This is an optimization exercise on Yosys and OpenROAD, whose aim is small area, a short achievable clock period and few clock cycles per item, not a production implementation. Function was not checked in any run shown here: the RTL went through the layout flow alone. Power and IR drop assume default switching activity.

File: design/flow/run.sh
#!/bin/bash
# synth_recipe.tcl (not shown) runs the flow's synth.tcl, then flattens the netlist and writes it again
# the make line also repeats each setting of config.mk as NAME=value (left out here)
make -C /OpenROAD-flow-scripts/flow DESIGN_CONFIG=/design/flow/config.mk WORK_HOME=/design/flow/orfs CLKGATE_MAP_FILE= SYNTH_SCRIPT=/design/flow/synth_recipe.tcl finish
File: design/flow/constraint.sdc
create_clock -name core_clock -period 6.5 [get_ports {clk}]
set_input_delay 1.3000 -clock core_clock [delete_from_list [all_inputs] [get_ports {clk}]]
set_output_delay 1.3000 -clock core_clock [all_outputs]
set_load 0.01 [all_outputs]
File: design/flow/config.mk
export PLATFORM = sky130hd
export DESIGN_NAME = fce_tx
export DESIGN_NICKNAME = fce_tx
export VERILOG_FILES = /design/flow/design.v
export SDC_FILE = /design/flow/constraint.sdc
export NUM_CORES = 4
export LEC_CHECK = 0
export CAP_MARGIN = 20
export CORE_MARGIN = 2
export CORE_UTILIZATION = 45
export PLACE_DENSITY = 0.6
export SETUP_SLACK_MARGIN = 2.7
export SLEW_MARGIN = 20
File: design/flow/design.v
module fce_tx (
    input  wire        clk,
    input  wire        rst,
    input  wire        reg_wr,
    input  wire [4:0]  reg_addr,
    input  wire [31:0] reg_wdata,
    output reg  [31:0] reg_rdata,
    output wire        busy,
    output reg         mem_en,
    output reg  [3:0]  mem_we,
    output reg  [9:0]  mem_addr,
    output reg  [31:0] mem_wdata,
    input  wire [31:0] mem_rdata
);
    localparam [7:0] OP_NOP     = 8'h00;
    localparam [7:0] OP_ETH_ADD = 8'h01;
    localparam [7:0] OP_IP_ADD  = 8'h02;
    localparam [7:0] OP_UDP_ADD = 8'h03;
    localparam [7:0] OP_TCP_ADD = 8'h04;
    localparam [7:0] OP_CSUM    = 8'h08;
    localparam [4:0] R_CMD      = 5'h00;
    localparam [4:0] R_STATUS   = 5'h01;
    localparam [4:0] R_RESULT   = 5'h02;
    localparam [4:0] R_A0       = 5'h08;
    localparam [4:0] R_A1       = 5'h09;
    localparam [4:0] R_A2       = 5'h0A;
    localparam [4:0] R_A3       = 5'h0B;
    localparam [4:0] R_A4       = 5'h0C;
    localparam [4:0] R_A5       = 5'h0D;
    localparam [4:0] R_MAC_HI   = 5'h10;
    localparam [4:0] R_MAC_LO   = 5'h11;
    localparam [4:0] R_IP_ADDR  = 5'h12;
    localparam [4:0] R_IP_IDENT = 5'h13;
    localparam [4:0] R_IP_TTL   = 5'h14;
    localparam [4:0] R_TCP_MSS  = 5'h15;
    reg [31:0] cmd_q;
    reg [2:0]  errcode;     
    reg        sticky;
    reg [15:0] result;      
    reg [31:0] a0, a1, a2, a3, a4, a5;
    reg [31:0] mac_hi;
    reg [15:0] mac_lo;
    reg [31:0] ip_addr;
    reg [15:0] ip_ident;
    reg [7:0]  ip_ttl;
    reg [15:0] tcp_mss;
    reg        run;                                
    reg        chk;                                
    reg        t_eth, t_ip, t_udp, t_tcp, t_csum;  
    reg        rd_act;      
    reg        rfirst;      
    reg [8:0]  rptr;        
    reg [9:0]  rrem;        
    reg [1:0]  elane;       
    reg [3:0]  mask_q;      
    reg [15:0] acc;         
    reg [2:0]  ac;          
    reg        tact;        
    reg [3:0]  ti;          
    reg        tq_v;        
    reg        crdy;        
    reg [2:0]  hj;          
    reg [8:0]  waddr;       
    reg [31:0] xq;          
    reg        xw;          
    reg [3:0]  weq;         
    reg [3:0]  ovh, ovl;    
    reg        wlast;       
    reg [23:0] gq;          
    assign busy = run;
    wire        bsel = cmd_q[8];
    wire [15:0] off  = cmd_q[31:16];
    wire [1:0]  al   = cmd_q[17:16];
    wire        syn  = a4[1];
    wire [7:0]  w_op  = reg_wdata[7:0];
    wire [15:0] w_off = reg_wdata[31:16];
    wire w_nop  = (w_op == OP_NOP);
    wire w_eth  = (w_op == OP_ETH_ADD);
    wire w_ip   = (w_op == OP_IP_ADD);
    wire w_udp  = (w_op == OP_UDP_ADD);
    wire w_tcp  = (w_op == OP_TCP_ADD);
    wire w_csum = (w_op == OP_CSUM);
    wire w_legal = w_nop | w_eth | w_ip | w_udp | w_tcp | w_csum;
    wire w_rsv = w_nop  ? (reg_wdata[31:8] != 24'd0) :
                 w_csum ? (reg_wdata[15:9] != 7'd0)  :
                          (reg_wdata[15:8] != 8'd0);
    wire [4:0]  tcp_hl   = syn ? 5'd24 : 5'd20;
    wire [15:0] ip_dlen  = a1[31:16];
    wire [15:0] udp_dlen = a2[15:0];
    wire [15:0] tcp_dlen = a5[15:0];
    wire [15:0] csum_len = a1[15:0];
    wire        w_hi    = (w_off[15:12] != 4'd0);
    wire        w_bad   = (w_eth & (w_hi | (w_off[11:0] > 12'd2034))) |
                          (w_ip  & (w_hi | (w_off[11:0] > 12'd2028)));
    wire        w_lbad  = w_ip & (ip_dlen > 16'd65515);
    wire [2:0] w_err = !w_legal ? 3'd1 :
                       w_rsv    ? 3'd2 :
                       w_lbad   ? 3'd4 :
                       w_bad    ? 3'd3 : 3'd0;
    wire [15:0] n_len   = t_udp ? udp_dlen : t_tcp ? tcp_dlen : csum_len;
    wire [4:0]  n_h     = t_udp ? 5'd8 : t_tcp ? tcp_hl : 5'd0;
    wire [17:0] n_end   = {2'b00, off} + {2'b00, n_len} + {13'd0, n_h};
    wire        c_lbad  = (t_udp & (udp_dlen > 16'd65527)) |
                          (t_tcp & (tcp_dlen > (syn ? 16'd65511 : 16'd65515)));
    wire        c_rbad  = (n_end > 18'd2048);
    wire        c_bad   = chk & (c_lbad | c_rbad);
    wire [15:0] w_n     = w_udp ? udp_dlen : w_tcp ? tcp_dlen : csum_len;
    wire        w_hasrd = (w_udp | w_tcp | w_csum) && (w_n != 16'd0);
    wire [13:0] w_span  = {12'd0, w_off[1:0]} + {2'b00, w_n[11:0]} + (w_csum ? 14'h3FFB : 14'h3FFF);
    wire        w_more  = !w_span[13];                   
    wire [8:0]  w_rskip = w_udp ? 9'd2 : w_tcp ? (syn ? 9'd6 : 9'd5) : 9'd1;
    wire cmd_wr = !run && reg_wr && (reg_addr == R_CMD);
    wire [7:0] hl_byte = syn ? 8'h60 : 8'h50;
    function [12:0] hgeom(input e, input i, input u, input [1:0] a, input s, input [2:0] k);
        reg [4:0] hlen, fo;
        reg [5:0] m1, cp, cp1;
        reg [3:0] we, oh, ol;
        begin
            hlen = e ? 5'd14 : i ? 5'd20 : u ? 5'd8 : (s ? 5'd24 : 5'd20);
            fo   = i ? 5'd10 : u ? 5'd6 : 5'd16;
            m1   = {4'd0, a} + {1'b0, hlen} - 6'd1;
            cp   = {4'd0, a} + {1'b0, fo};
            cp1  = cp + 6'd1;
            we   = ((k == 3'd0) ? (4'b1111 << a) : 4'b1111) &
                   ((k == m1[4:2]) ? (4'b1111 >> (2'd3 - m1[1:0])) : 4'b1111);
            oh   = (!e && k == cp[4:2])  ? (4'b0001 << cp[1:0])  : 4'b0000;
            ol   = (!e && k == cp1[4:2]) ? (4'b0001 << cp1[1:0]) : 4'b0000;
            hgeom = {we, oh, ol, (k == m1[4:2])};
        end
    endfunction
    function [31:0] hgroup(input e, input i, input u, input [15:0] lf, input [2:0] g);
        begin
            hgroup = 32'd0;
            if (e) begin
                case (g)
                    3'd0: hgroup = a0;
                    3'd1: hgroup = {a1[15:0], mac_hi[31:16]};
                    3'd2: hgroup = {mac_hi[15:0], mac_lo};
                    default: hgroup = {a1[31:16], 16'h0000};
                endcase
            end else if (i) begin
                case (g)
                    3'd0: hgroup = {16'h4500, lf};
                    3'd1: hgroup = {ip_ident, 16'h0000};
                    3'd2: hgroup = {ip_ttl, a1[7:0], 16'h0000};
                    3'd3: hgroup = ip_addr;
                    default: hgroup = a0;
                endcase
            end else if (u) begin
                case (g)
                    3'd0: hgroup = {a1[15:0], a1[31:16]};
                    default: hgroup = {lf, 16'h0000};
                endcase
            end else begin
                case (g)
                    3'd0: hgroup = {a1[15:0], a1[31:16]};
                    3'd1: hgroup = a2;
                    3'd2: hgroup = a3;
                    3'd3: hgroup = {hl_byte, a4[7:0], a4[31:16]};
                    3'd4: hgroup = 32'd0;
                    default: hgroup = {16'h0204, tcp_mss};
                endcase
            end
        end
    endfunction
    function [31:0] hrot(input [55:0] w, input [1:0] a);
        begin
            case (a)
                2'd0: hrot = {w[7:0],   w[15:8],  w[23:16], w[31:24]};
                2'd1: hrot = {w[15:8],  w[23:16], w[31:24], w[39:32]};
                2'd2: hrot = {w[23:16], w[31:24], w[39:32], w[47:40]};
                default: hrot = {w[31:24], w[39:32], w[47:40], w[55:48]};
            endcase
        end
    endfunction
    wire        gsum  = tact && !ti[3];
    wire [2:0]  hj1   = hj + 3'd1;
    wire        e_eth = run ? t_eth : w_eth;
    wire        e_ip  = run ? t_ip  : w_ip;
    wire        e_udp = run ? t_udp : w_udp;
    wire [15:0] lenf  = e_ip  ? (ip_dlen  + 16'd20) :
                        e_udp ? (udp_dlen + 16'd8)  : (tcp_dlen + {11'd0, tcp_hl});
    wire [1:0]  e_al  = run ? al    : w_off[1:0];
    wire [2:0]  e_k   = !run ? 3'd0 : gsum ? ti[2:0] : xw ? hj1 : hj;
    wire [31:0] g_cur = hgroup(e_eth, e_ip, e_udp, lenf, e_k);
    wire [12:0] geo_next = hgeom(e_eth, e_ip, e_udp, e_al, syn, hj1);
    wire [12:0] geo_0    = hgeom(e_eth, e_ip, e_udp, e_al, syn, 3'd0);
    reg [31:0] term;
    always @* begin
        if (!ti[3])
            term = g_cur;
        else case (ti[1:0])
            2'd0:    term = ip_addr;
            2'd1:    term = a0;
            default: term = {(t_udp ? 16'd17 : 16'd6), lenf};
        endcase
    end
    wire [3:0]  ti_glast = t_udp ? 4'd1 : (syn ? 4'd5 : 4'd4);
    wire [3:0]  ti_last  = t_ip ? 4'd9 : 4'd10;
    wire [3:0]  ti_nx    = (ti == ti_glast) ? 4'd8 : (ti + 4'd1);
    wire        ip_t     = t_ip & tact;
    wire [31:0] ip_ta    = {ip_ident, ip_ttl, a1[7:0]} & {32{ip_t & ti[0]}};
    wire [31:0] term2    = (ti[0] ? a0 : ip_addr) & {32{ip_t}};
    wire        sw      = !off[0] && !t_ip;
    wire [31:0] term_s  = sw ? {term[23:16], term[31:24], term[7:0], term[15:8]} : term;
    wire [31:0] term_q  = (xq & {32{tq_v}}) | ip_ta;
    wire [31:0] mx = (mem_rdata & {{8{mask_q[3]}}, {8{mask_q[2]}}, {8{mask_q[1]}}, {8{mask_q[0]}}}) | term2;
    function [18:0] csa_s(input [18:0] x, input [18:0] y, input [18:0] z);
        csa_s = x ^ y ^ z;
    endfunction
    function [18:0] csa_c(input [18:0] x, input [18:0] y, input [18:0] z);
        csa_c = {((x[17:0] & y[17:0]) | (x[17:0] & z[17:0]) | (y[17:0] & z[17:0])), 1'b0};
    endfunction
    wire [18:0] o_a  = {3'd0, acc};
    wire [18:0] o_e  = {16'd0, ac};
    wire [18:0] o_th = {3'd0, term_q[31:16]};
    wire [18:0] o_tl = {3'd0, term_q[15:0]};
    wire [18:0] o_mh = {3'd0, mx[31:16]};
    wire [18:0] o_ml = {3'd0, mx[15:0]};
    wire [18:0] r_s  = csa_s(o_a, o_th, o_tl);
    wire [18:0] r_c  = csa_c(o_a, o_th, o_tl);
    wire [18:0] m_s  = csa_s(o_mh, o_ml, o_e);
    wire [18:0] m_c  = csa_c(o_mh, o_ml, o_e);
    wire [18:0] q_s  = csa_s(r_s, r_c, m_s);
    wire [18:0] q_c  = csa_c(r_s, r_c, m_s);
    wire [18:0] n_s  = csa_s(q_s, q_c, m_c);
    wire [18:0] n_c  = csa_c(q_s, q_c, m_c);
    wire [18:0] acc_n = n_s + n_c;
    wire [16:0] tot  = {1'b0, acc} + {14'd0, ac};
    wire [15:0] f2   = tot[16] ? {13'd0, tot[2:0] + 3'd1} : tot[15:0];
    wire [15:0] fold = sw ? {f2[7:0], f2[15:8]} : f2;
    wire fin = !rd_act && (mask_q == 4'b0000) && !tact && !tq_v;
    wire done_csum = t_csum && fin;
    wire hdr_go = !t_csum && !rd_act && xw && !(tact && !t_ip) && (((ovh | ovl) == 4'b0000) || crdy);
    wire done_hdr = hdr_go && wlast;
    wire [31:0] csum_ov;
    genvar gl;
    generate
        for (gl = 0; gl < 4; gl = gl + 1) begin : g_ov
            assign csum_ov[8*gl +: 8] = (result[15:8] & {8{ovh[gl]}}) | (result[7:0] & {8{ovl[gl]}});
        end
    endgenerate
    always @* begin
        mem_wdata = hrot({gq, xq}, al) | csum_ov;
        if (run) begin
            mem_en   = rd_act | hdr_go;
            mem_we   = rd_act ? 4'b0000 : (hdr_go ? weq : 4'b0000);
            mem_addr = rd_act ? {bsel & t_csum, rptr} : {1'b0, waddr};
        end else begin
            mem_en   = reg_wr && (reg_addr == R_CMD);
            mem_we   = 4'b0000;
            mem_addr = {reg_wdata[8], reg_wdata[26:18]};
        end
    end
    always @* begin
        case (reg_addr)
            R_CMD:      reg_rdata = cmd_q;
            R_STATUS:   reg_rdata = {23'd0, sticky, 5'd0, errcode};
            R_RESULT:   reg_rdata = {16'd0, result};
            R_A0:       reg_rdata = a0;
            R_A1:       reg_rdata = a1;
            R_A2:       reg_rdata = a2;
            R_A3:       reg_rdata = a3;
            R_A4:       reg_rdata = a4;
            R_A5:       reg_rdata = a5;
            R_MAC_HI:   reg_rdata = mac_hi;
            R_MAC_LO:   reg_rdata = {16'd0, mac_lo};
            R_IP_ADDR:  reg_rdata = ip_addr;
            R_IP_IDENT: reg_rdata = {16'd0, ip_ident};
            R_IP_TTL:   reg_rdata = {24'd0, ip_ttl};
            R_TCP_MSS:  reg_rdata = {16'd0, tcp_mss};
            default:    reg_rdata = 32'd0;
        endcase
    end
    always @(posedge clk) begin
        if (rst) begin
            cmd_q    <= 32'd0;
            errcode  <= 3'd0;
            sticky   <= 1'b0;
            result   <= 16'd0;
            a0       <= 32'd0;
            a1       <= 32'd0;
            a2       <= 32'd0;
            a3       <= 32'd0;
            a4       <= 32'd0;
            a5       <= 32'd0;
            mac_hi   <= 32'd0;
            mac_lo   <= 16'd0;
            ip_addr  <= 32'd0;
            ip_ident <= 16'd0;
            ip_ttl   <= 8'h40;
            tcp_mss  <= 16'h05B4;
            run      <= 1'b0;
        end else if (!run) begin
            if (reg_wr) begin
                case (reg_addr)
                    R_CMD: begin
                        cmd_q <= reg_wdata;
                        if (w_err != 3'd0) begin
                            errcode <= w_err;
                            sticky  <= 1'b1;
                            result  <= 16'd0;
                        end else begin
                            errcode <= 3'd0;
                            result  <= 16'd0;
                            run     <= !w_nop;
                        end
                    end
                    R_STATUS:   if (reg_wdata[8]) sticky <= 1'b0;
                    R_A0:       a0 <= reg_wdata;
                    R_A1:       a1 <= reg_wdata;
                    R_A2:       a2 <= reg_wdata;
                    R_A3:       a3 <= reg_wdata;
                    R_A4:       a4 <= reg_wdata;
                    R_A5:       a5 <= reg_wdata;
                    R_MAC_HI:   mac_hi <= reg_wdata;
                    R_MAC_LO:   mac_lo <= reg_wdata[15:0];
                    R_IP_ADDR:  ip_addr <= reg_wdata;
                    R_IP_IDENT: ip_ident <= reg_wdata[15:0];
                    R_IP_TTL:   ip_ttl <= reg_wdata[7:0];
                    R_TCP_MSS:  tcp_mss <= reg_wdata[15:0];
                    default: ;
                endcase
            end
        end else begin
            if (c_bad) begin
                errcode <= c_lbad ? 3'd4 : 3'd3;
                sticky  <= 1'b1;
            end
            if (c_bad || done_csum || done_hdr)
                run <= 1'b0;
            if (c_bad)
                result <= 16'd0;
            else if (done_csum)
                result <= fold;
            else if (done_hdr)
                result <= t_eth ? 16'd14 : t_ip ? 16'd20 : t_udp ? 16'd8 : {11'd0, tcp_hl};
            else if (fin && !crdy)
                result <= ~fold;     
            if (done_hdr && t_ip)
                ip_ident <= ip_ident + 16'd1;
        end
    end
    always @(posedge clk) begin
        if (cmd_wr) begin
            t_eth  <= w_eth;
            t_ip   <= w_ip;
            t_udp  <= w_udp;
            t_tcp  <= w_tcp;
            t_csum <= w_csum;
            chk    <= w_udp | w_tcp | w_csum;
            rrem   <= w_span[11:2];
            elane  <= w_span[1:0];
            if (w_csum) begin
                rd_act <= w_hasrd && w_more;
                rfirst <= 1'b0;
                mask_q <= w_hasrd ? ((4'b1111 << w_off[1:0]) &
                                     (w_more ? 4'b1111 : (4'b1111 >> (2'd3 - w_span[1:0]))))
                                  : 4'b0000;
            end else begin
                rd_act <= w_hasrd;
                rfirst <= 1'b1;
                mask_q <= 4'b0000;
            end
            rptr   <= w_off[10:2] + w_rskip;
            acc    <= !w_csum ? 16'd0 : w_off[0] ? a0[15:0] : {a0[7:0], a0[15:8]};
            ac     <= 3'd0;
            tact   <= !w_eth && !w_csum;
            tq_v   <= w_ip;
            ti     <= w_ip ? 4'd8 : 4'd0;
            crdy   <= 1'b0;
            hj     <= 3'd0;
            waddr  <= w_off[10:2];
            xq     <= g_cur;
            xw     <= 1'b1;
            {weq, ovh, ovl, wlast} <= geo_0;
        end else begin
            chk <= 1'b0;
            if (rd_act) begin
                rptr   <= rptr + 9'd1;
                rrem   <= rrem - 10'd1;
                rfirst <= 1'b0;
                mask_q <= (rfirst ? (4'b1111 << al) : 4'b1111) &
                          ((rrem == 10'd0) ? (4'b1111 >> (2'd3 - elane)) : 4'b1111);
                if (rrem == 10'd0)
                    rd_act <= 1'b0;
            end else begin
                mask_q <= 4'b0000;
            end
            {ac, acc} <= acc_n;
            tq_v   <= tact && !t_ip;
            if (tact) begin
                ti <= ti_nx;
                if (ti == ti_last)
                    tact <= 1'b0;
            end
            if (fin)
                crdy <= 1'b1;
            if (tact && !t_ip) begin
                xq <= term_s;
                xw <= 1'b0;
            end else if (!xw) begin
                xq <= g_cur;
                xw <= 1'b1;
            end else if (hdr_go) begin
                hj    <= hj1;
                waddr <= waddr + 9'd1;
                xq    <= g_cur;
                gq    <= xq[23:0];
                {weq, ovh, ovl, wlast} <= geo_next;
            end
        end
    end
endmodule
==> impl_metrics.yaml, run 1 <==
floorplan:
  die-area_um2: 81300
  io_pins: 152
  fp.dieH_um: 285
  core-area_um2: 78600
  die_width_um: 285
  start_util_pct: 45.3
  num_rows: 103
worst_setup_path:
  rrSetupSlack_ns: 1.93
  crit_arrival_ns: 3.55
  rr_worst_depth: 21
  cp-start-kind: "primary input"
  end_kind: "primary output"
  path_class: "primary input to primary output"
  worstPathMaxFanout: 15
  crit_required_ns: 5.20
detailed_routing:
  drt_iter0_markers: 7979
  wl_um: 237000
  vias: 43500
  drc: 0
  antenna_left: 0
  drt-pass1-iter-count: 15
  wire_per_inst_um: 40.0
  vias_per_cell: 7.33
cells_and_area:
  final_cell_area_um2: 46000
  syn_to_final_growth_pct: 29.3
  fin_cells: 5928
  drive_gt1_share_pct: 21.9
  nFillCells: 7222
  nets: 5043
synthesis:
  async_flop_share_pct: 0
  synth_cell_types: 101
  yosys_warnings: 1
  synth_top_cell_by_area: "dfxtp_1"
  synth_area_um2: 35600
  synthTopCellsByArea: "dfxtp_1, nand2_1, edfxtp_1"
  seq_area_frac_synth_pct: 31.5
  synth_edf_count: 109
  ys.flop_type: "dfxtp_1"
  syn_nets: 4790
  ys_ff_latch: 506
  avgSynthCellArea_um2: 7.81
  yosys.area.top_type_share_pct: 22.3
  synthCells: 4554
sta:
  hold_violations: 0
  period_share_pct: 74.6
  post-route-min-period_ns: 4.85
  finalSetupTns_ns: 0
  clock_skew_ns: 0.0406
  worst_pin_slew_ns: 1.26
  rsz0062_at_grt: "yes"
  slew_violations: 0
  relSlewSlack_pct: 16.3
  setup_viol: 0
  timing.fmax_mhz: 206
placement:
  dpl.cell_count: 5514
  port_buffers: 151
  placed_area_um2: 38500
  gp_congestion: 1.15
  hpwl_um: 163000
cts:
  root_buffer: "clkbuf_16"
  clk_pin_slew_worst_paths_ns: 0.06
  cts_tree: "yes"
  insertion_delay_ns: 0.67
  cts_max_level: 2
  cts_made_buffers: 60
  cts_buffer_depth: 3
  cts_sinks: 506
grt:
  grt_start_max_net_pins: 179
  overflow: 0
  grt_pass1_vias: 38300
  grt_pass1_wl_um: 314000
  track_usage_pct: 55.2
  antenna_found_initial: 27
power_and_ir_drop:
  ir_drop_uv: 231
  p_per_area_nw_per_um2: 206
  p_leak_nw: 16.8
outcome:
  outcome: "timing/DRC/antenna clean"
min_path:
  hold_class: "flip-flop to flip-flop"
  min_path_cells: 2
job:
  max-cap-violations: 0
## per-stage QoR
step,setup WS (ns),power (mW),hold slack (ns),util (%)
global placement,0.851,5.32,0.442,49.0
finish,1.65,9.49,0.456,58.5
floorplan,1.88,4.55,0.436,-
CTS,1.95,9.08,0.456,55.2
detailed placement,0.842,5.32,0.448,49.0
global route,1.73,9.62,0.482,58.4
## what timing repair did
action                     in CTS  in global routing
gates resized for setup       586                329
setup endpoints to repair     298                182
pin swaps                     161                150
cloned                         16                  8
hold buffers                    0                  0
setup buffers                 142                113
## where the power goes
part | total, mW | internal, mW | switching, mW
combinational | 2.39 | 0.863 | 1.53
clock | 3.66 | 2.15 | 1.51
sequential | 3.44 | 3.30 | 0.138
total | 9.49 | 6.32 | 3.18
## layout make-up
type                       instances  area, um^2  area share, %
multi-input combinational       3463       24300           52.9
antenna                           21        52.6          0.114
clock inverter                    17         228          0.495
tap                             1050        1310           2.86
timing repair inverter             1        8.76         0.0190
inverter                         141         589           1.28
clock buffer                      95        1860           4.04
sequential                       506       11200           24.5
timing repair buffer             634        6340           13.8
## cells in the mapped netlist, drive strengths merged (96+ instances only)
| cell type | n |
|---|---|
| nand3 | 96 |
| o21ai | 198 |
| inv | 140 |
| clkbuf | 335 |
| a21oi | 475 |
| a22oi | 141 |
| mux2i | 132 |
| nor2 | 185 |
| edfxtp | 109 |
| buf | 111 |
| nand2 | 928 |
| dfxtp | 397 |
| ha | 104 |
## final timing paths
path / startpoint / end
hold reg to reg: a5[26] / a5[26]
hold / removal: a5[26] / a5[26]
setup / recovery: reg_addr[0] / reg_rdata[2]
setup reg to reg: ti[0] / ac[1]
## worst max-delay path, cell delays in order
cell and delay, ns:
buf_6 0.09, buf_6 0.11, buf_6 0.10, buf_4 0.16, nand2_4 0.08, nor2_4 0.08
buf_12 0.17, a22oi_1 0.98, nand4_1 0.23, buf_2 0.22
## per-layer routing
layer | track usage (%) | routed length (um) | part of all wire (%) | vias to the layer above
li1 | - | - | - | 17200
met1 | 65.7 | 80700 | 34 | 20600
met2 | 74.0 | 89700 | 38 | 4283
met3 | 24.9 | 38300 | 16 | 1298
met4 | 48.7 | 27900 | 12 | 20
met5 | 0.465 | 382 | 0.16 | -
## placed cells by master (no fill, tap or decap), drive strengths merged, types with 66 or more instances in the layout
master,n
a21oi,475
a221oi,93
a222oi,73
a22o,66
a22oi,141
buf,523
clkbuf,107
dfxtp,397
edfxtp,109
ha,104
inv,141
mux2i,132
nand2,928
nand3,96
nor2,185
o211ai,66
o21ai,198
## cell families (layout without fill, tap and decap cells)
group	Yosys count	in the layout	share of synthesized area [%]
adders and majority gates	164	164	7.03
xor gates and xnor gates	99	99	2.48
other	0	21	0
AOI/OAI and AO/OA	1457	1459	27.9
DFF	506	506	31.5
and+or+nand+nor	1595	1595	20.2
muxes	146	146	4.16
buffers and inverters	587	888	6.64
## sequential cells by signal, indices dropped and copies added, names as in the netlist, 8 cells and up
name and count:
cmd_q 32, gq 24, tcp_mss 16, a0 32
a4 32, waddr 9, a3 32, ip_addr 32
ip_ttl 8, xq 32, a1 32, result 16
rrem 10, a2 32, acc 16, rptr 9
a5 32, ip_ident 16, mac_lo 16, mac_hi 32
==> run 2: changes to the inputs <==
--- a/design/flow/config.mk
+++ b/design/flow/config.mk
@@ -11,3 +11,3 @@
 export PLACE_DENSITY = 0.6
-export SETUP_SLACK_MARGIN = 2.7
+export SETUP_SLACK_MARGIN = 2.4
 export SLEW_MARGIN = 20
==> run 2 against run 1 <==
Against the previous run: still clean on timing, DRC and antenna; global-route usage shrank 0.17 points; combinational power shrank 13%; cell count shrank 1.7%; clock skew shrank 0.013 ns; synthesized cell count is the same; flip-flop and latch count is the same; synthesized area is the same; largest power group unchanged; highest routed layer unchanged.
==> impl_metrics.yaml, run 2 <==
synthesis:
  avgSynthCellArea_um2: 7.81
  syn_nets: 4790
  synth_edf_count: 109
  ys_ff_latch: 506
  synth_cell_types: 101
  ys.flop_type: "dfxtp_1"
  yosys.area.top_type_share_pct: 22.3
  synth_area_um2: 35600
  netlist_top_cells_count: "nand2_1, a21oi_1, dfxtp_1"
  synth_top_cell_by_area: "dfxtp_1"
  seq_area_frac_synth_pct: 31.5
  synthTopCellsByArea: "dfxtp_1, nand2_1, edfxtp_1"
  synthCells: 4554
  yosys_warnings: 1
  yosysMostFrequentCell: "nand2_1"
  async_flop_share_pct: 0
min_path:
  min_path_cells: 2
  holdPathEnd: "a4[10]"
  min-delay-start: "a4[10]"
  hold_class: "flip-flop to flip-flop"
power_and_ir_drop:
  p_per_area_nw_per_um2: 207
  p_leak_nw: 15.9
  ir_drop_uv: 231
cells_and_area:
  final_common_cell: "nand2_1"
  nFillCells: 7305
  final_cell_area_um2: 44100
  nets: 4943
  fin_cells: 5829
  mostFrequentLayoutCells: "nand2_1, a21oi_1, dfxtp_1"
  drive_gt1_share_pct: 18.4
  syn_to_final_growth_pct: 23.9
sta:
  hold_violations: 0
  timing.fmax_mhz: 220
  period_share_pct: 70.0
  post-route-min-period_ns: 4.55
  clock_skew_ns: 0.0278
  worst_pin_slew_ns: 1.27
  slew_violations: 0
  relSlewSlack_pct: 15.4
  setup_viol: 0
  holdWs_ns: 0.458
  finalSetupTns_ns: 0
  rsz0062_at_grt: "yes"
detailed_routing:
  vias_per_cell: 7.27
  wl_um: 233000
  vias: 42400
  wire_per_inst_um: 40.0
  antenna_left: 0
  drc: 0
  drt-pass1-iter-count: 12
  drt_iter0_markers: 7919
floorplan:
  fp.dieH_um: 285
  start_util_pct: 45.3
  num_rows: 103
  io_pins: 152
  die-area_um2: 81300
  die_width_um: 285
  core-area_um2: 78600
worst_setup_path:
  rr_worst_depth: 17
  path_class: "flip-flop to flip-flop"
  crit_arrival_ns: 5.08
  end_kind: "flip-flop"
  rr_startpoint: "ip_addr[18]"
  r2r-end: "acc[15]"
  crit_required_ns: 7.02
  worstPathMaxFanout: 5
  rrSetupSlack_ns: 1.95
  cp-start-kind: "flip-flop"
job:
  max-cap-violations: 0
grt:
  overflow: 0
  track_usage_pct: 55.0
  antenna_found_initial: 30
  grt_start_max_net_pins: 154
  grt_pass1_vias: 37400
  grt_pass1_wl_um: 313000
placement:
  gp_congestion: 1.14
  hpwl_um: 163000
  dpl.cell_count: 5506
  port_buffers: 151
  placed_area_um2: 38400
cts:
  cts_made_buffers: 59
  insertion_delay_ns: 0.66
  postCtsHoldBufs: 0
  cts_buffer_depth: 3
  cts_max_level: 2
  cts_sinks: 506
  cts_tree: "yes"
  clk_pin_slew_worst_paths_ns: 0.06
  root_buffer: "clkbuf_16"
outcome:
  outcome: "timing/DRC/antenna clean"
[run 2: cell counts after synthesis]
Identical to the previous run, type by type.
[run 2: kinds of logic (layout without fill, tap and decap cells)]
| group | after synthesis | count (layout) | share of synthesized area [%] |
|---|---|---|---|
| flip-flops | 506 | 506 | 31.5 |
| other | 0 | 22 | 0 |
| adder cells (fa/ha/maj) | 164 | 164 | 7.03 |
| buffers and inverters | 587 | 789 | 6.64 |
| multiplexers | 146 | 146 | 4.16 |
| AND/OR/NAND/NOR | 1595 | 1596 | 20.2 |
| AO/OA/AOI/OAI | 1457 | 1457 | 27.9 |
| XOR/XNOR | 99 | 99 | 2.48 |
[run 2: area by class of cell]
| cell class | count | area (um^2) | area share [%] |
|---|---|---|---|
| diodes | 22 | 55.1 | 0.125 |
| clock buffers | 90 | 1850 | 4.20 |
| clock inverters | 21 | 204 | 0.463 |
| inverters | 141 | 538 | 1.22 |
| multi-input cells | 3462 | 23600 | 53.5 |
| flip-flops and latches | 506 | 11300 | 25.6 |
| well taps | 1050 | 1310 | 2.98 |
| repair buffers | 537 | 5280 | 12.0 |
[run 2: layer usage]
layer	GRT usage (%)	vias to the layer above	routed length, um
met5	0.291	-	143
met4	47.4	20	26300
met3	22.0	1178	35900
met2	73.9	4055	88700
met1	67.6	20100	82000
li1	-	17000	-
[run 2: worst max path at each step]
stage	start	to	slack, ns	cells past startpoint
after CTS	ti[0]	ac[0]	1.94	19
after global placement	reg_addr[4]	reg_rdata[19]	0.82	8
final	ip_addr[18]	acc[15]	1.95	17
after floorplan	mem_rdata[2]	ac[0]	1.88	18
after detailed placement	reg_wdata[4]	rrem[9]	0.80	18
after global routing	ti[0]	ac[0]	1.85	18
[run 2: where the power goes]
part / internal, mW / switching, mW / total (mW)
Sequential: 3.30 / 0.160 / 3.46
Combinational: 0.725 / 1.34 / 2.07
Clock: 2.08 / 1.52 / 3.60
Total: 6.10 / 3.02 / 9.12
[run 2: timing repair]
| item | CTS | global route |
|---|---|---|
| gates cloned | 17 | 4 |
| buffers inserted | 109 | 58 |
| pin swaps | 118 | 128 |
| resized for setup | 476 | 215 |
| setup endpoints to repair | 171 | 146 |
[run 2: critical path, cell delays in order, from the launching register on]
cell	delay, ns
dfxtp_1	0.76
mux2i_4	0.20
o21ai_2	0.21
fa_1	0.44
inv_1	0.09
fa_1	0.42
inv_2	0.08
fa_2	0.46
ha_4	0.19
buf_6	0.11
a211oi_2	0.20
o21bai_1	0.11
a31oi_2	0.29
o211ai_1	0.18
a31o_2	0.29
a21oi_2	0.13
xor2_1	0.17
o21ai_1	0.08
[run 2: stage by stage]
stage | worst slack (ns) | total power [mW] | utilization, %
2_1_floorplan | 1.88 | 4.54 | -
3_3_place_gp | 0.821 | 5.24 | 48.9
3_5_place_dp | 0.805 | 5.26 | 48.9
4_1_cts | 1.94 | 8.90 | 54.2
5_1_grt | 1.85 | 9.30 | 56.0
6_report | 1.95 | 9.12 | 56.1
==> run 3: changes to the inputs <==
--- a/design/flow/config.mk
+++ b/design/flow/config.mk
@@ -13 +13,2 @@
 export SLEW_MARGIN = 20
+export TNS_END_PERCENT = 10
==> run 3 against run 2 <==
Against the previous run: cell count decreased by 1.0%; synthesized cell count unchanged; global-route usage decreased by 0.81 points; clock power decreased by 1%; via count decreased by 0.59%; critical path depth decreased by 8; fmax decreased by 3.5%; register-to-register slack got worse by 0.14 ns; worst setup slack got worse by 0.17 ns; synthesized area unchanged; core utilization decreased by 1.3 points; critical endpoint is now reg_rdata[14]; highest routed layer unchanged.
==> impl_metrics.yaml, run 3 <==
grt:
  antenna_found_initial: 19
  grt_pass1_vias: 37000
  overflow: 0
  grt_start_max_net_pins: 189
  track_usage_pct: 54.2
  grt_pass1_wl_um: 308000
placement:
  port_buffers: 151
  hpwl_um: 160000
  placed_area_um2: 38300
  gp_congestion: 1.15
cells_and_area:
  drive_gt1_share_pct: 16.0
  syn_to_final_growth_pct: 21.1
  mostFrequentLayoutCells: "nand2_1, a21oi_1, dfxtp_1"
  final_cell_area_um2: 43100
  final_util_pct: 54.8
  nets: 4890
  final_common_cell: "nand2_1"
power_and_ir_drop:
  p_sw_mw: 3.00
  p_per_area_nw_per_um2: 209
  power_switching_share_pct: 33.3
  p_int_mw: 6.01
  combPwrFrac_pct: 22.2
  p_leak_nw: 15.4
  p_clk_share_pct: 39.4
  p_seq_share_pct: 38.4
  ir_drop_uv: 246
cts:
  clk_pin_slew_worst_paths_ns: 0.06
  postCtsHoldBufs: 0
  cts_made_buffers: 58
  cts_tree: "yes"
  cts_max_level: 2
  root_buffer: "clkbuf_16"
  cts_sinks: 506
  insertion_delay_ns: 0.67
  cts_buffer_depth: 3
detailed_routing:
  drt_iter0_markers: 8242
  met2_length_um: 87500
  drc: 0
  wl_um: 230000
  wire_per_inst_um: 39.8
  drt-pass1-iter-count: 17
  highest-signal-layer: "met5"
  wl_met3_um: 35500
  vias: 42100
  antenna_left: 0
  wl_met1_um: 80900
  vias_per_cell: 7.30
floorplan:
  core-area_um2: 78600
  die-area_um2: 81300
  io_pins: 152
  fp.dieH_um: 285
  die_width_um: 285
  start_util_pct: 45.3
  num_rows: 103
worst_setup_path:
  cp_top_family: "compound AO/OA/AOI/OAI gates"
  worstPathMaxFanout: 5
  rr_startpoint: "hj[0]"
  crit_start: "reg_addr[4]"
  path_class: "primary input to primary output"
  cp-start-kind: "primary input"
  slowest_stage: "a222oi_1"
  crit_chain: "buf_12, nand2b_4, buf_6, nor2_4, buf_12, buf_12, a222oi_1, nand3_1, buf_2"
  crit_top_cell: "buf_12"
  cpPeakStageDelay_ns: 1.03
  rrSetupSlack_ns: 1.81
  crit_arrival_ns: 3.42
  crit_required_ns: 5.20
  end_kind: "primary output"
  crit_buf_inv: 5
min_path:
  hold_class: "flip-flop to flip-flop"
  min-delay-start: "a5[31]"
outcome:
  outcome: "timing/DRC/antenna clean"
sta:
  post-route-min-period_ns: 4.72
  timing.fmax_mhz: 212
  setup_viol: 0
  holdWs_ns: 0.461
  worst_pin_slew_ns: 1.21
  hold_violations: 0
  clock_skew_ns: 0.0210
  period_share_pct: 72.6
  rsz0062_at_grt: "yes"
  relSlewSlack_pct: 19.5
  finalSetupTns_ns: 0
  slew_violations: 0
synthesis:
  ys.flop_type: "dfxtp_1"
  netlist_top_cells_count: "nand2_1, a21oi_1, dfxtp_1"
  ys_ff_latch: 506
  async_flop_share_pct: 0
  yosys.area.top_type_share_pct: 22.3
  synth_area_um2: 35600
  synthTopCellsByArea: "dfxtp_1, nand2_1, edfxtp_1"
  synth_top_cell_by_area: "dfxtp_1"
  avgSynthCellArea_um2: 7.81
  yosys_warnings: 1
  synth_cell_types: 101
  syn_nets: 4790
  synth_edf_count: 109
  yosysMostFrequentCell: "nand2_1"
  seq_area_frac_synth_pct: 31.5
  synthCells: 4554
job:
  max-cap-violations: 0
==> run 3: cell types whose count changed in the layout (fill, tap and decap cells not counted), sizes merged <==
cell,before,now
and2,30,29
buf,427,361
bufbuf,1,3
bufinv,3,5
clkbuf,97,83
clkdlybuf4s50,87,99
clkinvlp,1,4
diode,22,16
dlygate4sd2,2,10
dlymetal6s2s,9,1
inv,142,148
nor2,185,187
==> run 3: tightest hold or removal path: stages, from the launching register on <==
cell	delay [ns]
dfxtp_1	0.31
nand2_1	0.05
a21oi_1	0.05
==> run 3: stage by stage <==
stage / std cells / power [mW] / setup WS, ns
after floorplan: 4554 / 4.53 / 1.88
after global placement: 5504 / 5.21 / 0.735
after detailed placement: 5504 / 5.21 / 0.790
after CTS: 5717 / 8.80 / 1.97
after global routing: 5756 / 9.16 / 1.71
final: 5769 / 9.01 / 1.78
==> run 3: logic make-up (layout without fill, tap and decap cells) <==
| group | Yosys count | count (layout) | synth area share, % |
|---|---|---|---|
| AOI/OAI and AO/OA | 1457 | 1457 | 27.9 |
| xor gates and xnor gates | 99 | 99 | 2.48 |
| adders and majority gates | 164 | 164 | 7.03 |
| buffers and inverters | 587 | 734 | 6.64 |
| DFF | 506 | 506 | 31.5 |
| muxes | 146 | 146 | 4.16 |
| other | 0 | 16 | 0 |
| and+or+nand+nor | 1595 | 1597 | 20.2 |
==> run 3: power by group through the flow <==
stage                     sequential, mW  combinational [mW]  clock, mW
after floorplan                     3.43                1.10          0
after global placement              3.51                1.69          0
after detailed placement            3.51                1.70          0
after CTS                           3.45                1.82       3.53
after global routing                3.46                2.07       3.63
final                               3.46                2.00       3.55
==> run 3: layout make-up <==
cell class / count / area [um^2]
fillers: 7384 / 35500
well taps: 1050 / 1310
diodes: 16 / 40.0
multi-input cells: 3463 / 23100
clock buffers: 77 / 1670
inverters: 141 / 538
flip-flops and latches: 506 / 11200
repair buffers: 484 / 4820
clock inverters: 32 / 347
==> run 3: repair_timing <==
action / 4_1_cts / 5_1_grt
pin swaps: 75 / 86
resized for setup: 325 / 175
endpoints found under the setup margin: 246 / 190
setup buffers: 86 / 32
gates cloned: 18 / 3
==> run 3: worst paths after layout <==
check,to,depth (start not counted)
max,reg_rdata[14],9
min,a5[31],2
max reg2reg,xq[26],10
min reg2reg,a5[31],2
==> run 3: layer usage <==
layer	up-vias	track usage, %
met5	-	1.16
li1	16900	-
met1	20100	65.2
met3	1218	24.3
met4	22	47.1
met2	3929	72.4
==> run 4: changes to the inputs <==
--- a/design/flow/config.mk
+++ b/design/flow/config.mk
@@ -9,6 +9,5 @@
 export CORE_MARGIN = 2
-export CORE_UTILIZATION = 45
-export PLACE_DENSITY = 0.6
-export SETUP_SLACK_MARGIN = 2.4
+export CORE_UTILIZATION = 40
+export PLACE_DENSITY = 0.55
+export SETUP_SLACK_MARGIN = 3.0
 export SLEW_MARGIN = 20
-export TNS_END_PERCENT = 10
==> run 4 against run 3 <==
Against the previous run: synthesized area unchanged; sequential power about the same; worst hold slack worse by 0.0039 ns; highest routed layer unchanged; clock power up 4%; non-clock buffer count up 284; global-route usage down 1.2 points; routed wire length up 8.9%; combinational power up 17%; sequential share of layout area down 3.1 points; register-to-register slack better by 0.06 ns; cell count up 7.0%; still clean; power up 5.0%.
==> impl_metrics.yaml, run 4 <==
outcome:
  outcome: "timing/DRC/antenna clean"
cells_and_area:
  mostFrequentLayoutCells: "nand2_1, a21oi_1, buf_4"
  drive_gt1_share_pct: 27.0
  nFillCells: 8102
  multi_input_area_um2: 25400
  nets: 5179
  register_area_um2: 11300
  syn_to_final_growth_pct: 37.7
  final_util_pct: 55.5
  final_common_cell: "nand2_1"
sta:
  slew_violations: 0
  worst_pin_slew_ns: 1.15
  setup_viol: 0
  timing.fmax_mhz: 216
  relSlewSlack_pct: 22.8
  rsz0062_at_grt: "yes"
  clock_skew_ns: 0.0343
  hold_violations: 0
  post-route-min-period_ns: 4.63
  period_share_pct: 71.2
  finalSetupTns_ns: 0
synthesis:
  synth_area_um2: 35600
  synth_top_cell_by_area: "dfxtp_1"
  yosys.area.top_type_share_pct: 22.3
  ys_ff_latch: 506
  yosysMostFrequentCell: "nand2_1"
  syn_nets: 4790
  synth_cell_types: 101
  synth_edf_count: 109
  ys.flop_type: "dfxtp_1"
  netlist_top_cells_count: "nand2_1, a21oi_1, dfxtp_1"
  yosys_warnings: 1
  async_flop_share_pct: 0
  synthCells: 4554
  synthTopCellsByArea: "dfxtp_1, nand2_1, edfxtp_1"
  seq_area_frac_synth_pct: 31.5
  avgSynthCellArea_um2: 7.81
grt:
  track_usage_pct: 53.0
  grt_pass1_wl_um: 332000
  grt-busiest-layer: "met2"
  antenna_found_initial: 24
  grt_start_max_net_pins: 162
  grt_use_met1_pct: 64.9
  grt_pass1_vias: 38900
  use_met2_pct: 70.8
  overflow: 0
  gr-usage-met3_pct: 21.4
min_path:
  hold_class: "flip-flop to flip-flop"
floorplan:
  core-area_um2: 88200
  start_util_pct: 40.3
  num_rows: 109
  die_width_um: 302
  fp.dieH_um: 302
  die-area_um2: 91300
  io_pins: 152
detailed_routing:
  wl_um: 250000
  drt-pass1-iter-count: 12
  wire_per_inst_um: 40.5
  drt_iter0_markers: 7555
  vias: 43400
  drc: 0
  vias_per_cell: 7.03
  antenna_left: 0
cts:
  postCtsHoldBufs: 0
  cts_max_level: 2
  cts_made_buffers: 60
  cts_sinks: 506
  cts_tree: "yes"
  root_buffer: "clkbuf_16"
  cts_buffer_depth: 3
  insertion_delay_ns: 0.72
  clk_pin_slew_worst_paths_ns: 0.06
placement:
  hpwl_um: 171000
  gp_congestion: 1.10
  port_buffers: 151
worst_setup_path:
  crit_required_ns: 7.08
  worstPathMaxFanout: 11
  cp-start-kind: "flip-flop"
  crit_arrival_ns: 5.20
  end_kind: "flip-flop"
  path_class: "flip-flop to flip-flop"
power_and_ir_drop:
  p_per_area_nw_per_um2: 193
  p_leak_nw: 17.9
  ir_drop_uv: 283
job:
  max-cap-violations: 0
run 4: cell counts after synthesis:
Identical to the previous run, type by type.
run 4: report_power, final:
| part | switching [mW] | internal, mW | leakage [nW] | total [mW] |
|---|---|---|---|---|
| combinational | 1.47 | 0.858 | 12.6 | 2.33 |
| sequential | 0.149 | 3.30 | 4.23 | 3.45 |
| clock | 1.57 | 2.12 | 1.03 | 3.68 |
| total | 3.19 | 6.27 | 17.9 | 9.46 |
run 4: layout make-up:
class                           instances  area share (%)
Timing Repair Buffer                  768            16.7
Sequential cell                       506            23.0
Inverter                              141            1.15
Antenna cell                           13          0.0664
Tap cell                             1165            2.98
Clock buffer                           90            3.77
Clock inverter                         24           0.506
Multi-Input combinational cell       3466            51.8
run 4: path summary, 6_finish.rpt:
kind | cells past startpoint | slack (ns) | start | endpoint
max | 15 | 1.87 | ti[0] | ac[0]
min | 2 | 0.46 | a5[29] | a5[29]
max reg2reg | 15 | 1.87 | ti[0] | ac[0]
min reg2reg | 2 | 0.46 | a5[29] | a5[29]
run 4: metal layers:
metal / up-vias / routed length [um]
met5: - / 196
met4: 14 / 28500
met3: 1194 / 35700
met2: 3799 / 95700
met1: 20900 / 89800
li1: 17500 / -
run 4: what timing repair did:
action	4_1_cts	5_1_grt
cloned	29	4
endpoints found under the setup margin	519	212
setup buffers	272	102
resized for setup	868	288
pin swaps	229	208
run 4: critical path, stage by stage, from the launching register on:
cell and delay, ns:
edfxtp_1 0.49, inv_2 0.13, nor2_4 0.08, buf_4 0.15, bufbuf_16 0.27, a22oi_1 0.48
fa_1 0.54, fa_1 0.48, fa_1 0.49, inv_1 0.04, ha_1 0.25, or3_1 0.38
a211o_1 0.26, a41oi_2 0.21, xor2_1 0.17, nor2_1 0.06
run 4: through the flow:
step | setup slack [ns] | instance area [um^2] | hold WS [ns] | power [mW] | cells
CTS | 1.96 | 46700 | 0.456 | 9.18 | 6054
finish | 1.87 | 49000 | 0.457 | 9.46 | 6173
floorplan | 1.88 | 36600 | 0.436 | 4.56 | 4554
detailed placement | 0.617 | 39200 | 0.448 | 5.29 | 5639
global placement | 0.650 | 39100 | 0.443 | 5.29 | 5638
global route | 1.79 | 49000 | 0.483 | 9.62 | 6162
run 4: cells by family (layout without fill, tap and decap cells):
| group | count (synthesis) | count (layout) | share of synthesized area [%] |
|---|---|---|---|
| compound gates | 1457 | 1458 | 27.9 |
| xor+xnor | 99 | 99 | 2.48 |
| mux | 146 | 146 | 4.16 |
| fa+ha+maj | 164 | 164 | 7.03 |
| buf+inv | 587 | 1023 | 6.64 |
| flops | 506 | 506 | 31.5 |
| simple gates | 1595 | 1599 | 20.2 |
| other cells | 0 | 13 | 0 |
==> run 5: changes to the inputs <==
--- a/design/flow/design.v
+++ b/design/flow/design.v
@@ -65,5 +65,2 @@
     reg        xw;          
-    reg [3:0]  weq;         
-    reg [3:0]  ovh, ovl;    
-    reg        wlast;       
     reg [23:0] gq;          
@@ -99,12 +96,12 @@
                        w_bad    ? 3'd3 : 3'd0;
-    wire [15:0] n_len   = t_udp ? udp_dlen : t_tcp ? tcp_dlen : csum_len;
+    wire [15:0] n_len   = e_udp ? udp_dlen : e_tcp ? tcp_dlen : csum_len;
     wire [4:0]  n_h     = t_udp ? 5'd8 : t_tcp ? tcp_hl : 5'd0;
-    wire [17:0] n_end   = {2'b00, off} + {2'b00, n_len} + {13'd0, n_h};
+    wire [12:0] n_end   = {1'b0, off[11:0]} + {1'b0, n_len[11:0]} + {8'd0, n_h};
+    wire        n_big   = (off[15:12] != 4'd0) || (n_len[15:12] != 4'd0);
     wire        c_lbad  = (t_udp & (udp_dlen > 16'd65527)) |
                           (t_tcp & (tcp_dlen > (syn ? 16'd65511 : 16'd65515)));
-    wire        c_rbad  = (n_end > 18'd2048);
+    wire        c_rbad  = n_big || (n_end > 13'd2048);
     wire        c_bad   = chk & (c_lbad | c_rbad);
-    wire [15:0] w_n     = w_udp ? udp_dlen : w_tcp ? tcp_dlen : csum_len;
-    wire        w_hasrd = (w_udp | w_tcp | w_csum) && (w_n != 16'd0);
-    wire [13:0] w_span  = {12'd0, w_off[1:0]} + {2'b00, w_n[11:0]} + (w_csum ? 14'h3FFB : 14'h3FFF);
+    wire        w_hasrd = (w_udp | w_tcp | w_csum) && (n_len != 16'd0);
+    wire [13:0] w_span  = {12'd0, w_off[1:0]} + {2'b00, n_len[11:0]} + (w_csum ? 14'h3FFB : 14'h3FFF);
     wire        w_more  = !w_span[13];                   
@@ -112,20 +109,18 @@
     wire cmd_wr = !run && reg_wr && (reg_addr == R_CMD);
+    wire [15:0] w_init = w_csum ? a0[15:0] : w_udp ? 16'd17 : w_tcp ? 16'd6 : 16'd0;
+    wire        e_eth = run ? t_eth : w_eth;
+    wire        e_ip  = run ? t_ip  : w_ip;
+    wire        e_udp = run ? t_udp : w_udp;
+    wire        e_tcp = run ? t_tcp : w_tcp;
     wire [7:0] hl_byte = syn ? 8'h60 : 8'h50;
-    function [12:0] hgeom(input e, input i, input u, input [1:0] a, input s, input [2:0] k);
-        reg [4:0] hlen, fo;
-        reg [5:0] m1, cp, cp1;
-        reg [3:0] we, oh, ol;
-        begin
-            hlen = e ? 5'd14 : i ? 5'd20 : u ? 5'd8 : (s ? 5'd24 : 5'd20);
-            fo   = i ? 5'd10 : u ? 5'd6 : 5'd16;
-            m1   = {4'd0, a} + {1'b0, hlen} - 6'd1;
-            cp   = {4'd0, a} + {1'b0, fo};
-            cp1  = cp + 6'd1;
-            we   = ((k == 3'd0) ? (4'b1111 << a) : 4'b1111) &
-                   ((k == m1[4:2]) ? (4'b1111 >> (2'd3 - m1[1:0])) : 4'b1111);
-            oh   = (!e && k == cp[4:2])  ? (4'b0001 << cp[1:0])  : 4'b0000;
-            ol   = (!e && k == cp1[4:2]) ? (4'b0001 << cp1[1:0]) : 4'b0000;
-            hgeom = {we, oh, ol, (k == m1[4:2])};
-        end
-    endfunction
+    wire [4:0] g_hlen  = t_eth ? 5'd14 : t_ip ? 5'd20 : t_udp ? 5'd8 : tcp_hl;
+    wire [4:0] g_fo    = t_ip ? 5'd10 : t_udp ? 5'd6 : 5'd16;
+    wire [5:0] g_m1    = {4'd0, al} + {1'b0, g_hlen} - 6'd1;
+    wire [5:0] g_cp    = {4'd0, al} + {1'b0, g_fo};
+    wire [5:0] g_cp1   = g_cp + 6'd1;
+    wire       wlast   = (hj == g_m1[4:2]);
+    wire [3:0] weq     = ((hj == 3'd0) ? (4'b1111 << al) : 4'b1111) &
+                         (wlast ? (4'b1111 >> (2'd3 - g_m1[1:0])) : 4'b1111);
+    wire [3:0] ovh     = (!t_eth && hj == g_cp[4:2])  ? (4'b0001 << g_cp[1:0])  : 4'b0000;
+    wire [3:0] ovl     = (!t_eth && hj == g_cp1[4:2]) ? (4'b0001 << g_cp1[1:0]) : 4'b0000;
     function [31:0] hgroup(input e, input i, input u, input [15:0] lf, input [2:0] g);
@@ -175,26 +170,14 @@
     endfunction
-    wire        gsum  = tact && !ti[3];
+    wire        gsum  = run && tact && !t_ip;
+    wire        g_f   = gsum && ti[3];
     wire [2:0]  hj1   = hj + 3'd1;
-    wire        e_eth = run ? t_eth : w_eth;
-    wire        e_ip  = run ? t_ip  : w_ip;
-    wire        e_udp = run ? t_udp : w_udp;
     wire [15:0] lenf  = e_ip  ? (ip_dlen  + 16'd20) :
                         e_udp ? (udp_dlen + 16'd8)  : (tcp_dlen + {11'd0, tcp_hl});
-    wire [1:0]  e_al  = run ? al    : w_off[1:0];
-    wire [2:0]  e_k   = !run ? 3'd0 : gsum ? ti[2:0] : xw ? hj1 : hj;
-    wire [31:0] g_cur = hgroup(e_eth, e_ip, e_udp, lenf, e_k);
-    wire [12:0] geo_next = hgeom(e_eth, e_ip, e_udp, e_al, syn, hj1);
-    wire [12:0] geo_0    = hgeom(e_eth, e_ip, e_udp, e_al, syn, 3'd0);
-    reg [31:0] term;
-    always @* begin
-        if (!ti[3])
-            term = g_cur;
-        else case (ti[1:0])
-            2'd0:    term = ip_addr;
-            2'd1:    term = a0;
-            default: term = {(t_udp ? 16'd17 : 16'd6), lenf};
-        endcase
-    end
-    wire [3:0]  ti_glast = t_udp ? 4'd1 : (syn ? 4'd5 : 4'd4);
-    wire [3:0]  ti_last  = t_ip ? 4'd9 : 4'd10;
+    wire [2:0]  e_k   = !run ? 3'd0 :
+                        g_f  ? (ti[1] ? 3'd1 : ti[0] ? 3'd4 : 3'd3) :
+                        gsum ? ti[2:0] : xw ? hj1 : hj;
+    wire [31:0] g_cur = hgroup(e_eth && !g_f, g_f ? !ti[1] : e_ip, g_f ? ti[1] : e_udp, lenf, e_k);
+    wire [31:0] term = g_cur;
+    wire [3:0]  ti_glast = t_udp ? 4'd2 : (syn ? 4'd5 : 4'd4);
+    wire [3:0]  ti_last  = t_tcp ? 4'd10 : 4'd9;
     wire [3:0]  ti_nx    = (ti == ti_glast) ? 4'd8 : (ti + 4'd1);
@@ -365,3 +348,3 @@
             rptr   <= w_off[10:2] + w_rskip;
-            acc    <= !w_csum ? 16'd0 : w_off[0] ? a0[15:0] : {a0[7:0], a0[15:8]};
+            acc    <= w_off[0] ? w_init : {w_init[7:0], w_init[15:8]};
             ac     <= 3'd0;
@@ -375,3 +358,2 @@
             xw     <= 1'b1;
-            {weq, ovh, ovl, wlast} <= geo_0;
         end else begin
@@ -409,3 +391,2 @@
                 gq    <= xq[23:0];
-                {weq, ovh, ovl, wlast} <= geo_next;
             end
--- a/design/flow/config.mk
+++ b/design/flow/config.mk
@@ -9,5 +9,5 @@
 export CORE_MARGIN = 2
-export CORE_UTILIZATION = 40
-export PLACE_DENSITY = 0.55
-export SETUP_SLACK_MARGIN = 3.0
+export CORE_UTILIZATION = 45
+export PLACE_DENSITY = 0.6
+export SETUP_SLACK_MARGIN = 2.4
 export SLEW_MARGIN = 20
==> run 5 against run 4 <==
Against the previous run: critical path depth rose by 5; via count down 12%; global-route usage down 0.96 points; power fell by 12%; combinational power fell by 26%; clock skew is 0.0015 ns higher; largest cell class unchanged; fmax down 20%; worst hold slack lost 0.00083 ns; cell count decreased by 11%; still clean on timing, DRC and antenna; die area down 17%; worst setup slack lost 1.1 ns; register-to-register slack worse by 0.54 ns.
==> impl_metrics.yaml, run 5 <==
power_and_ir_drop:
  p_sw_mw: 2.65
  p_seq_share_pct: 40.2
  power_switching_share_pct: 31.6
  combPwrFrac_pct: 20.5
  p_leak_nw: 15.9
  p_int_mw: 5.73
  p_per_area_nw_per_um2: 196
  p_clk_share_pct: 39.2
  ir_drop_uv: 246
worst_setup_path:
  rr_worst_depth: 19
  crit_chain: "buf_6, or4_4, o31ai_4, buf_6, buf_12, mux2i_4, o21ai_2, fa_1, ha_1, a21oi_2, nor2_1, or4_1, a311o_1, o41ai_4, o311ai_4, buf_12, buf_4, a211oi_4, buf_6, a22o_1"
  rr_startpoint: "run"
  crit_required_ns: 7.09
  end_kind: "flip-flop"
  path_class: "primary input to flip-flop"
  crit_arrival_ns: 6.34
  r2r-end: "result[0]"
  crit_start: "reg_wdata[7]"
  slowest_stage: "or4_4"
  worstPathMaxFanout: 8
  cp-start-kind: "primary input"
  cp-endpoint: "result[0]"
  crit_top_cell: "buf_6"
  rrSetupSlack_ns: 1.33
  cpPeakStageDelay_ns: 0.62
floorplan:
  num_rows: 99
  start_util_pct: 45.3
  io_pins: 152
  die-area_um2: 75400
  core-area_um2: 72700
  die_width_um: 275
  fp.dieH_um: 275
cts:
  root_buffer: "clkbuf_16"
  clk_pin_slew_worst_paths_ns: 0.06
  cts_made_buffers: 56
  postCtsHoldBufs: 0
  cts_sinks: 493
  cts_max_level: 2
  insertion_delay_ns: 0.66
  cts_buffer_depth: 3
  cts_tree: "yes"
detailed_routing:
  wire_per_inst_um: 37.7
  antenna_left: 0
  drc: 0
  wl_um: 206000
  vias_per_cell: 6.97
  vias: 38100
  drt_iter0_markers: 6760
  drt-pass1-iter-count: 10
synthesis:
  async_flop_share_pct: 0
  synth_cell_types: 92
  yosysMostFrequentCell: "nand2_1"
  syn_nets: 4363
  synth_edf_count: 96
  yosys.area.top_type_share_pct: 24.1
  netlist_top_cells_count: "nand2_1, a21oi_1, dfxtp_1"
  seq_area_frac_synth_pct: 32.9
  ys_ff_latch: 493
  ys.flop_type: "dfxtp_1"
  synth_top_cell_by_area: "dfxtp_1"
  synth_area_um2: 33000
  yosys_warnings: 1
  avgSynthCellArea_um2: 7.97
  synthCells: 4134
  synthTopCellsByArea: "dfxtp_1, nand2_1, edfxtp_1"
sta:
  setup_slack_ns: 0.745
  post-route-min-period_ns: 5.75
  setup_viol: 0
  worst_pin_slew_ns: 1.23
  relSlewSlack_pct: 18.1
  slew_violations: 0
  clock_skew_ns: 0.0359
  hold_violations: 0
  timing.fmax_mhz: 174
  holdWs_ns: 0.456
  period_share_pct: 88.5
  finalSetupTns_ns: 0
  rsz0062_at_grt: "yes"
placement:
  place_ws_ns: -0.304
  gp_congestion: 1.08
  dpl.cell_count: 5113
  port_buffers: 151
  hpwl_um: 142000
grt:
  overflow: 0
  antenna_found_initial: 15
  track_usage_pct: 52.0
  grt_pass1_vias: 34200
  grt_start_max_net_pins: 190
  grt_pass1_wl_um: 273000
cells_and_area:
  mostFrequentLayoutCells: "nand2_1, a21oi_1, dfxtp_1"
  multi_input_area_um2: 22200
  fin_cells: 5468
  drive_gt1_share_pct: 23.1
  syn_to_final_growth_pct: 29.9
  nFillCells: 6517
  nets: 4688
  register_area_um2: 10800
  final_common_cell: "nand2_1"
min_path:
  hold_class: "flip-flop to flip-flop"
job:
  max-cap-violations: 0
outcome:
  outcome: "timing/DRC/antenna clean"
[run 5: cell count changes in the layout (fill, tap and decap cells not counted), moves of 24 or more]
cell / before / now
a222oi_1: 73 / 18
a22oi_1: 106 / 81
buf_12: 76 / 51
buf_4: 384 / 304
buf_6: 119 / 93
mux2i_1: 121 / 149
mux4_2: 0 / 32
nand2_1: 904 / 873
nand3_1: 91 / 67
o211ai_1: 64 / 40
o21ai_0: 112 / 170
[run 5: kinds of logic (layout without fill, tap and decap cells)]
group	count (synthesis)	after routing	synth area share (%)
flops	493	493	32.9
xor+xnor	104	104	2.76
buf+inv	501	869	5.77
mux	222	222	8.09
fa+ha+maj	157	157	7.33
other cells	0	6	0
simple gates	1412	1413	18.4
compound gates	1245	1245	24.8
[run 5: worst min path at each step]
stage	startpoint	to	slack, ns	depth (start not counted)
6_report	a4[10]	a4[10]	0.46	2
5_1_grt	errcode[1]	errcode[1]	0.47	2
4_1_cts	a4[10]	a4[10]	0.46	2
3_5_place_dp	a4[10]	a4[10]	0.45	2
3_3_place_gp	cmd_q[0]	cmd_q[0]	0.44	2
2_1_floorplan	errcode[1]	errcode[1]	0.43	2
[run 5: what timing repair did]
action	CTS	global route
pin swaps	143	124
resized for setup	654	268
hold endpoints to repair	0	0
endpoints found under the setup margin	243	161
setup buffers	126	101
gates cloned	14	6
[run 5: cell type report]
class | instances | area share, %
flip-flops and latches | 493 | 25.3
multi-input cells | 3141 | 51.8
inverters | 157 | 1.40
clock inverters | 25 | 0.602
well taps | 959 | 2.80
clock buffers | 77 | 3.65
repair buffers | 610 | 14.4
diodes | 6 | 0.0351
[run 5: stage by stage]
stage / utilization (%) / power, mW / instance area, um^2
after floorplan: - / 4.26 / 33300
after global placement: 50.1 / 4.82 / 36400
after CTS: 56.0 / 8.19 / 40800
after global routing: 58.8 / 8.55 / 42800
final: 58.9 / 8.37 / 42800
after detailed placement: 50.1 / 4.83 / 36400
[run 5: metal layers]
metal	wire, um	global-route usage [%]	up-vias
met1	71700	63.0	18100
li1	-	-	15600
met4	22600	44.0	14
met5	161	0	-
met3	29800	18.4	1076
met2	81700	73.4	3293
[run 5: power by group through the flow]
stage	Combinational, mW	Sequential, mW	Clock [mW]
after floorplan	0.936	3.33	0
final	1.72	3.37	3.28
after global routing	1.81	3.37	3.37
after global placement	1.39	3.43	0
after CTS	1.58	3.36	3.24
after detailed placement	1.41	3.42	0
[run 5: critical path, delay by kind of cell]
kind,cells,cell delay (ns)
fa+ha+maj,2,0.77
simple gates,3,1.18
buf+inv,6,0.90
mux,1,0.22
compound gates,8,1.93

[afterwards: timing with drivers on the ports]
How much do the figures lean on ideal ports? The routed layouts below were timed once more, with nothing changed but the port constraints.
Step 1, drivers: a clkbuf_16 drives clk and a buf_2 each remaining input, both assumed.
Step 2 moves the port delays by t, midway between the first and last clock arrival at a register: inputs arrive t later, outputs are due t later. That takes back most of the time a late clock gives input paths.
a / b / c = no drivers / after step 1 / after step 2; a / b = the first two.
run | t (ns) | slack for setup (ns) | worst setup path at the end | cell pins on the clock port's net
run 1 | 0.726 | 1.650 / 1.619 / 1.278 | input to register | 1
run 2 | 0.725 | 1.947 / 1.947 / 1.322 | input to register | 1
run 3 | 0.728 | 1.780 / 1.717 / 1.234 | input to register | 1
run 4 | 0.784 | 1.875 / 1.822 / 1.293 | input to register | 1
run 5 | 0.718 | 0.745 / 0.791 / 0.073 | input to register | 1
After both steps every run listed still meets setup and hold. For run 5, which loses most, drivers alone change the setup slack by +0.046 ns; drivers and shift together by -0.672 ns.
